Context: an optimization exercise on an open-source flow, tuned for small area. The choices shown serve that exercise and are no tape-out recipe.
The RTL was checked by simulation tests, not by an equivalence proof against the original design.
Power figures rest on the tool's default switching activity, not on a simulated workload.

## fdc_bridge_core
module fdc_bridge_core (
    input  wire         clk,
    input  wire         rst,
    input  wire [3:0]   op,
    input  wire [1:0]   op_idx,         
    input  wire [15:0]  op_wdata,       
    input  wire         op_drive,       
    input  wire         op_level,       
    input  wire [2:0]   op_bit,         
    input  wire [127:0] key_matrix,     
    input  wire [7:0]   ctl_data_in,    
    input  wire [7:0]   ctl_reg_in,     
    output wire [15:0]  bus_rdata,
    output wire         irq,
    output wire         dmar,
    output wire         ctl_data_wr,
    output wire         ctl_data_rd,
    output wire [7:0]   ctl_data_out,
    output wire         ctl_reg_wr,
    output wire         ctl_reg_rd,
    output wire [1:0]   ctl_reg_addr,
    output wire [7:0]   ctl_reg_out,
    output wire         ctl_soft_reset,
    output wire         ctl_set_floppy,
    output wire [1:0]   ctl_floppy,
    output wire         drv_side,
    output wire [1:0]   drv_motor,
    output wire [6:0]   key_pos,
    output wire         key_pressed,
    output wire [3:0]   rep_an,
    output wire         rep_dg1
);
For scale: roughly 2400 cells after synthesis, about 230 I/O pins, roughly 18000 um2 of cells after synthesis.
Settings: LEC_CHECK=0, CAP_MARGIN=20, CORE_MARGIN=2, CORE_UTILIZATION=40, PLACE_DENSITY=0.6, SLEW_MARGIN=20; clock period 14.0 ns.
standard.sh (not shown) runs the stock make flow with config.mk's settings and CLKGATE_MAP_FILE= SYNTH_SCRIPT=/design/flow/synth_recipe.tcl, a recipe that flattens the netlist after the stock synthesis.
==> flow/flow/run.sh <==
#!/bin/bash
# Standard ORFS layout, with the port buffers that buffer_ports inserts
# made of the smallest buffer cell instead of the resizer's default pick.
set -euo pipefail
export BUFFER_PORTS_ARGS="-buffer_cell sky130_fd_sc_hd__buf_1"
bash standard.sh > standard_flow.log 2>&1
The starting point ran to the end with no violations.
==> next run, changes <==
==> flow/run.sh (new file) <==
#!/bin/bash
# synth_recipe.tcl (not shown) runs the flow's synth.tcl, then flattens the netlist and writes it again
# the make line also repeats each setting of config.mk as NAME=value (left out here)
make -C /OpenROAD-flow-scripts/flow DESIGN_CONFIG=/design/flow/config.mk WORK_HOME=/design/flow/orfs CLKGATE_MAP_FILE= SYNTH_SCRIPT=/design/flow/synth_recipe.tcl finish
removed: flow/flow/run.sh
removed: flow/standard.sh
After rerunning: Clock power decreases by about 1%; hold slack hardly moves; die area does not change; clock-buffer cell count increases by 5; sequential share of layout area decreases by 1.3 points; area after synthesis stays the same; power increases by 2.6%; worst setup slack degrades by 0.26 ns; register-to-register slack improves by 0.18 ns; cell area increases by 6.9%; critical path depth decreases by 5.

========
Setup of run A:
The RTL this note starts from:
==> flow/design.v <==
module fdc_bridge_core (
    input  wire         clk,
    input  wire         rst,
    input  wire [3:0]   op,
    input  wire [1:0]   op_idx,         
    input  wire [15:0]  op_wdata,       
    input  wire         op_drive,       
    input  wire         op_level,       
    input  wire [2:0]   op_bit,         
    input  wire [127:0] key_matrix,     
    input  wire [7:0]   ctl_data_in,    
    input  wire [7:0]   ctl_reg_in,     
    output wire [15:0]  bus_rdata,
    output wire         irq,
    output wire         dmar,
    output wire         ctl_data_wr,
    output wire         ctl_data_rd,
    output wire [7:0]   ctl_data_out,
    output wire         ctl_reg_wr,
    output wire         ctl_reg_rd,
    output wire [1:0]   ctl_reg_addr,
    output wire [7:0]   ctl_reg_out,
    output wire         ctl_soft_reset,
    output wire         ctl_set_floppy,
    output wire [1:0]   ctl_floppy,
    output wire         drv_side,
    output wire [1:0]   drv_motor,
    output wire [6:0]   key_pos,
    output wire         key_pressed,
    output wire [3:0]   rep_an,
    output wire         rep_dg1
);
    localparam [2:0] BS_IDLE = 3'd0,
                     BS_WR1  = 3'd1,
                     BS_WR2  = 3'd2,
                     BS_RD1  = 3'd3,
                     BS_RD2  = 3'd4;
    reg [2:0]   bs;
    reg         den, ddw;           
    reg [7:0]   dcr;
    reg [15:0]  ol;
    reg [7:0]   wl;                 
    reg         dip;
    reg         p4;                 
    reg [1:0]   mc;
    reg [1:0]   wps;
    reg [7:0]   mask;
    reg [7:1]   pend;               
    reg [127:0] kprev;
    reg [6:0]   kcur;
    reg         kevt;
    reg         kprs;
    reg         drq, firq;
    reg [1:0]   rdy;
    wire [7:0] c = op_wdata[15:8];
    wire [7:0] d = op_wdata[7:0];
    wire op_rd   = (op == 4'd1);
    wire op_wr   = (op == 4'd2);
    wire idx02   = ~op_idx[0];
    wire idx2    = op_idx[1];
    wire cw      = op_wr & (op_idx == 2'd1);       
    wire srst    = cw & c[4];                      
    wire clr     = rst | srst;
    wire st_idle = (bs == BS_IDLE);
    wire st_wr1  = (bs == BS_WR1);
    wire st_wr2  = (bs == BS_WR2);
    wire st_rd1  = (bs == BS_RD1);
    wire st_rd2  = (bs == BS_RD2);
    wire drd      = op_rd & idx02;
    wire dwr      = op_wr & idx02;
    wire drd_ok   = drd & st_rd2;
    wire dwr_ok   = dwr & st_wr1;
    wire tc       = (drd_ok | dwr_ok) & idx2;      
    wire drq_op   = (op == 4'd3);
    wire rise     = drq_op & ~drq & op_level;
    wire r_idle   = rise & st_idle;
    wire r_start  = r_idle & den;
    wire cw_start = cw & (st_idle | c[4]) & c[5] & drq;
    wire start    = r_start | cw_start;
    wire start_dd = cw ? c[6] : ddw;               
    wire start_rd = start & ~start_dd;
    wire start_wr = start & start_dd;
    wire rd1_go   = rise & st_rd1;
    wire wr2_go   = rise & st_wr2;
    wire adw = c[3], sct = c[2];
    wire [1:0] sel    = {~dcr[3], dcr[3] & ~dcr[0]};
    wire [1:0] newsel = {~d[3], d[3] & ~d[0]};
    wire [1:0] selb   = c[4] ? 2'b00 : sel;
    wire       dcr_wr = cw & adw & ~sct;
    wire nr = ~rst;
    assign ctl_data_rd    = nr & (start_rd | rd1_go);
    assign ctl_data_wr    = nr & (dwr_ok | wr2_go);
    assign ctl_data_out   = op_wr ? ~op_wdata[15:8] : ~wl;
    assign ctl_reg_wr     = nr & cw & adw & sct;
    assign ctl_reg_rd     = nr & cw & ~adw & sct;
    assign ctl_reg_addr   = c[1:0];
    assign ctl_reg_out    = ~d;
    assign ctl_soft_reset = nr & srst;
    assign ctl_set_floppy = rst | srst | (dcr_wr & (newsel != selb));
    assign ctl_floppy     = (nr & adw & ~sct) ? newsel : 2'b00;
    assign rep_an[0]      = nr & drd & ~st_rd2;
    assign rep_an[1]      = nr & dwr & ~st_wr1;
    assign rep_an[2]      = nr & r_idle & ~den;
    assign rep_an[3]      = nr & rise & (st_wr1 | st_rd2);
    assign rep_dg1        = nr & dcr_wr & ~d[3] & ~d[0];
    assign bus_rdata   = (op_idx == 2'd3) ? 16'h64C0 : ol;
    assign irq         = |(mask & {pend[7:5], p4, pend[3:1], kevt});
    assign dmar        = st_wr1 | st_rd2;
    assign drv_side    = ~dcr[7];
    assign drv_motor   = {~dcr[4], ~dcr[1]};
    assign key_pos     = kcur;
    assign key_pressed = kprs;
    wire       kfound;
    wire [6:0] kpos;
    wire [127:0] kdec;
    wire       kval;
    wire       ktick = (op == 4'd9) & ~kevt;
    fdc_kscan u_kscan (.key_matrix(key_matrix), .kprev(kprev), .kcur(kcur),
                       .en(ktick), .found(kfound), .pos(kpos), .kdec(kdec),
                       .kval(kval));
    wire [1:0] mc_b  = c[4] ? 2'b00 : mc;
    wire [1:0] wps_b = c[4] ? 2'b00 : wps;
    wire [7:0] dcr_b = c[4] ? 8'hFF : dcr;
    wire       dip_c = dip & ~c[4] & ~c[7];        
    wire [1:0] mc_c  = dcr_wr ? (mc_b & ~{d[5], d[2]}) : mc_b;
    always @(posedge clk) begin
        if (rst) begin
            bs   <= BS_IDLE;
            den  <= 1'b0;
            ddw  <= 1'b0;
            dcr  <= 8'hFF;
            ol   <= 16'h0000;
            wl   <= 8'h00;
            dip  <= 1'b0;
            p4   <= 1'b0;
            mc   <= 2'b00;
            wps  <= 2'b00;
            mask <= 8'h00;
            pend <= 7'h00;
            kcur <= 7'd0;
            kevt <= 1'b0;
            kprs <= 1'b0;
        end else begin
            if (start_rd)             bs <= BS_RD1;
            else if (start_wr)        bs <= BS_WR1;
            else if (srst)            bs <= BS_IDLE;
            else if (dwr_ok)          bs <= BS_WR2;
            else if (rd1_go)          bs <= BS_RD2;
            else if (drd_ok | wr2_go) bs <= BS_IDLE;
            if (cw) begin
                den <= c[5];
                ddw <= c[6];
            end else if (tc) begin
                den <= 1'b0;
            end
            if (srst | dcr_wr)
                dcr <= dcr_wr ? d : 8'hFF;
            if (cw) begin
                ol[15:8] <= start_rd ? ~ctl_data_in
                          : {firq, dip_c, mc_c[1], wps_b[1], rdy[1],
                             mc_c[0], wps_b[0], rdy[0]};
                if (~adw)
                    ol[7:0] <= sct ? ~ctl_reg_in : dcr_b;
                else if (c[4])
                    ol[7:0] <= 8'h00;
            end else begin
                if (start_rd) ol[15:8] <= ~ctl_data_in;
                if (rd1_go)   ol[7:0]  <= ~ctl_data_in;
            end
            if (dwr_ok)     wl <= op_wdata[7:0];
            else if (srst)  wl <= 8'h00;
            if (cw) begin
                dip <= dip_c;
                p4  <= p4 & ~c[4] & ~c[7];
            end else begin
                if (tc) dip <= 1'b1;
                if (tc | (op == 4'd8)) p4 <= 1'b1;
            end
            if (cw)              mc <= mc_c;
            else if (op == 4'd8) mc[op_drive] <= 1'b1;
            if (srst)
                wps <= 2'b00;
            else if (op == 4'd6 && sel == {op_drive, ~op_drive})
                wps[op_drive] <= ~op_level;
            if (srst) begin
                mask <= 8'h00;
                pend <= 7'h00;
            end else begin
                if (op == 4'd11) mask[op_bit] <= op_level;
                if (op == 4'd12 && op_bit != 3'd0 && op_bit != 3'd4)
                    pend[op_bit] <= op_level;
            end
            if (srst) begin
                kcur <= 7'd0;
                kevt <= 1'b0;
                kprs <= 1'b0;
            end else if (ktick & kfound) begin
                kcur <= kpos;
                kevt <= 1'b1;
                kprs <= kval;
            end else if (op == 4'd10) begin
                kevt <= 1'b0;
            end
        end
    end
    always @(posedge clk) begin
        if (clr) kprev <= 128'd0;
        else     kprev <= kprev ^ kdec;
    end
    always @(posedge clk) begin
        if (!rst) begin
            if (drq_op)       drq  <= op_level;
            if (op == 4'd4)   firq <= op_level;
            if (op == 4'd5)   rdy[op_drive] <= op_level;
        end
    end
endmodule
module fdc_kscan(input [127:0] key_matrix, input [127:0] kprev, input [6:0] kcur, input en,
             output found, output [6:0] pos, output [127:0] kdec, output kval);
    wire [127:0] kdiff = key_matrix ^ kprev;
    genvar gi;
    function automatic [5:0] ffs; input [31:0] x; integer l, n; reg [31:0] v; reg [159:0] id; reg [31:0] v2; reg [159:0] id2; begin
        v = x; id = 0;
        for (l = 0; l < 5; l = l + 1) begin
            v2 = 0; id2 = 0;
            for (n = 0; n < (32 >> (l+1)); n = n + 1) begin
                v2[n] = v[2*n] | v[2*n+1];
                id2[5*n +: 5] = v[2*n] ? id[5*(2*n) +: 5] : (id[5*(2*n+1) +: 5] | (1 << l));
            end
            v = v2; id = id2;
        end
        ffs = {v[0], id[4:0]};
    end endfunction
    wire [1:0] kb = kcur[6:5];
    wire [4:0] kl = kcur[4:0];
    wire [3:0] bv; wire [19:0] bi;
    generate for (gi = 0; gi < 4; gi = gi + 1) begin : gbf
        assign {bv[gi], bi[5*gi +: 5]} = ffs(kdiff[32*gi +: 32]);
    end endgenerate
    reg [31:0] e; integer j;
    always @(*) begin e = 0; for (j = 0; j < 4; j = j + 1) e = e | (kdiff[32*j +: 32] & {32{kb == j}}); end
    wire [31:0] egt;
    generate for (gi = 0; gi < 32; gi = gi + 1) begin : gg
        assign egt[gi] = gi > kl;
    end endgenerate
    wire ehit; wire [4:0] eidx;
    assign {ehit, eidx} = ffs(e & egt);
    reg [1:0] cb; reg cf; integer m;
    reg [1:0] bb;
    always @(*) begin cb = kb; cf = 1'b0;
        for (m = 4; m >= 1; m = m - 1) begin bb = kb + m; if (bv[bb]) begin cb = bb; cf = 1'b1; end end
    end
    wire [4:0] cidx = bi[5*cb +: 5];
    assign found = cf;
    assign pos = ehit ? {kb, eidx} : {cb, cidx};
    wire go = en & cf;
    assign kdec = go ? (128'd1 << pos) : 128'd0;
    assign kval = |(kdec & key_matrix);
endmodule
==> flow/config.mk <==
export PLATFORM = sky130hd
export DESIGN_NAME = fdc_bridge_core
export DESIGN_NICKNAME = fdc_bridge_core
export VERILOG_FILES = /design/flow/design.v
export SDC_FILE = /design/flow/constraint.sdc
export NUM_CORES = 4
export LEC_CHECK = 0
export CAP_MARGIN = 0
export CORE_MARGIN = 2
export CORE_UTILIZATION = 40
export PLACE_DENSITY = 0.6
export SLEW_MARGIN = 0
==> flow/constraint.sdc <==
create_clock -name core_clock -period 14.0 [get_ports {clk}]
set_input_delay 2.8000 -clock core_clock [delete_from_list [all_inputs] [get_ports {clk}]]
set_output_delay 2.8000 -clock core_clock [all_outputs]
set_load 0.01 [all_outputs]
==> flow/flow/run.sh <==
#!/bin/bash
# Standard ORFS layout, with the port buffers that buffer_ports inserts
# made of the smallest buffer cell, clock tree synthesis with fewer, larger
# sink clusters and without dummy loads, and power recovery (downsizing of
# cells off the critical paths) after global routing.
set -euo pipefail
export BUFFER_PORTS_ARGS="-buffer_cell sky130_fd_sc_hd__buf_1"
export CTS_ARGS="-sink_clustering_enable -repair_clock_nets -root_buf sky130_fd_sc_hd__clkbuf_16 -buf_list sky130_fd_sc_hd__clkbuf_16 -sink_clustering_size 50 -sink_clustering_max_diameter 200 -dont_use_dummy_load"
export RECOVER_POWER=100
bash standard.sh > standard_flow.log 2>&1
[flow] run A | stages: complete | final checks: fail | reason: capacitance limit, slew limit
> inputs changed (run A -> run B)
==> flow/flow/run.sh <==
#!/bin/bash
# Standard ORFS layout, with the port buffers that buffer_ports inserts
# made of the smallest buffer cell, and clock tree synthesis with small
# clock buffers and without dummy loads.
set -euo pipefail
export BUFFER_PORTS_ARGS="-buffer_cell sky130_fd_sc_hd__buf_1"
export CTS_ARGS="-repair_clock_nets -root_buf sky130_fd_sc_hd__clkbuf_16 -buf_list sky130_fd_sc_hd__clkbuf_8 -dont_use_dummy_load"
bash standard.sh > standard_flow.log 2>&1
==> notes.md <==
- Per the comparison of run B with run A, net load switching power lower, clock skew now larger.
- Taking run A as the reference, in run B fill cell instance count of the final layout higher, sequential share of power now larger.
- Going from run A to run B, fraction of met2 tracks used by global routing now sits lower; average wire length per cell after detail routing barely changed.
- Run B ended with every stage complete and zero timing, DRC or antenna violations.
- Run comparison: run B worst-path cell with the longest stage delay and3b_1; run A worst-path cell with the longest stage delay clkbuf_1
#### Input delta (run C over run B)
# run B
export LEC_CHECK = 0
export CAP_MARGIN = 0
export CORE_MARGIN = 2
export CORE_UTILIZATION = 40
export PLACE_DENSITY = 0.6
export SLEW_MARGIN = 0
create_clock -name core_clock -period 14.0 [get_ports {clk}]
# run C
export LEC_CHECK = 0
export CAP_MARGIN = 20
export CORE_MARGIN = 2
export CORE_UTILIZATION = 40
export PLACE_DENSITY = 0.6
export SLEW_MARGIN = 20
create_clock -name core_clock -period 14.0 [get_ports {clk}]
==> flow/flow/run.sh <==
#!/bin/bash
# Standard ORFS layout, with the port buffers that buffer_ports inserts
# made of the smallest buffer cell instead of the resizer's default pick.
set -euo pipefail
export BUFFER_PORTS_ARGS="-buffer_cell sky130_fd_sc_hd__buf_1"
bash standard.sh > standard_flow.log 2>&1
==> comparison <==
[compare] base=run B new=run C: relative contribution of sequential cells to total power lower, via count higher, first-pass GRT wire length roughly the same, internal power component higher, slew at the pin closest to its max-slew limit lower.
Diff run B -> run C: via density per instance saw little to no change, total power picked up an extra 20%.
For run D, these inputs were changed with respect to run C:
# run C
export LEC_CHECK = 0
export CAP_MARGIN = 20
export CORE_MARGIN = 2
export CORE_UTILIZATION = 40
export PLACE_DENSITY = 0.6
export SLEW_MARGIN = 20
create_clock -name core_clock -period 14.0 [get_ports {clk}]
# run D
export LEC_CHECK = 0
export CAP_MARGIN = 0
export CORE_MARGIN = 2
export CORE_UTILIZATION = 50
export PLACE_DENSITY = 0.7
export SLEW_MARGIN = 0
create_clock -name core_clock -period 14.0 [get_ports {clk}]
==> flow/flow/run.sh <==
#!/bin/bash
# Standard ORFS layout, with the port buffers that buffer_ports inserts
# made of the smallest buffer cell, and clock tree synthesis with small
# clock buffers and without dummy loads.
set -euo pipefail
export BUFFER_PORTS_ARGS="-buffer_cell sky130_fd_sc_hd__buf_1"
export CTS_ARGS="-sink_clustering_enable -repair_clock_nets -root_buf sky130_fd_sc_hd__clkbuf_16 -buf_list sky130_fd_sc_hd__clkbuf_8 -dont_use_dummy_load"
bash standard.sh > standard_flow.log 2>&1
Results
Comparing layout overhead on the synthesized area for run D and run C, the smaller number came from run D. Taking run C as the reference, in run D part of the power in combinational logic went up; proportion of power drawn by the clock network went down; actual slew at the worst max-slew pin went up.
Input changes introduced in run E (baseline for comparison: run D):
# run D
export LEC_CHECK = 0
export CAP_MARGIN = 0
export CORE_MARGIN = 2
export CORE_UTILIZATION = 50
export PLACE_DENSITY = 0.7
export SLEW_MARGIN = 0
create_clock -name core_clock -period 14.0 [get_ports {clk}]
# run E
export LEC_CHECK = 0
export CAP_MARGIN = 0
export CORE_MARGIN = 2
export CORE_UTILIZATION = 40
export PLACE_DENSITY = 0.6
export SLEW_MARGIN = 0
create_clock -name core_clock -period 14.0 [get_ports {clk}]
==> comparison <==
Looking at post-route core utilization, run E sits below run D. [compare] base=run D new=run E: transition time at the pin with the least slew margin moved down, synthesis-to-finish area growth moved up. Against run D, total power in run E rose slightly. Routed wire in run E totals more than in run D. Largest net degree at the start of global routing: run E vs run D down 2. The achievable clock frequency of run E was inferior to that of run D.

-- separate check: timing with driven ports --
No port has a modelled driver above. Below, the same layouts with a new extraction and two added sets of constraints. Step 1 assumes that a clkbuf_16 drives the clock port and a buf_2 every other input. Step 2 times the ports against the registers' clock, not the clock port: input delays grow and output delays shrink by t, the midpoint of the rising clock arrivals with the driver on. Three values: ideal, step 1, step 2; two values: the first two.
run | shift t [ns] | setup slack, ns | worst setup path after step 2
the first run of note 1 | 0.515 | 5.460 / 5.491 / 4.976 | input to register
the second run of note 1 | 0.504 | 5.198 / 5.177 / 4.859 | input to register
run A | 0.520 | 3.130 / 3.166 / 2.646 | input to register
run B | 0.477 | 4.815 / 4.792 / 4.536 | input to register
run C | 0.530 | 4.754 / 4.730 / 4.596 | input to register
run D | 0.473 | 4.879 / 4.859 / 4.541 | input to register
run E | 0.477 | 4.815 / 4.792 / 4.536 | input to register
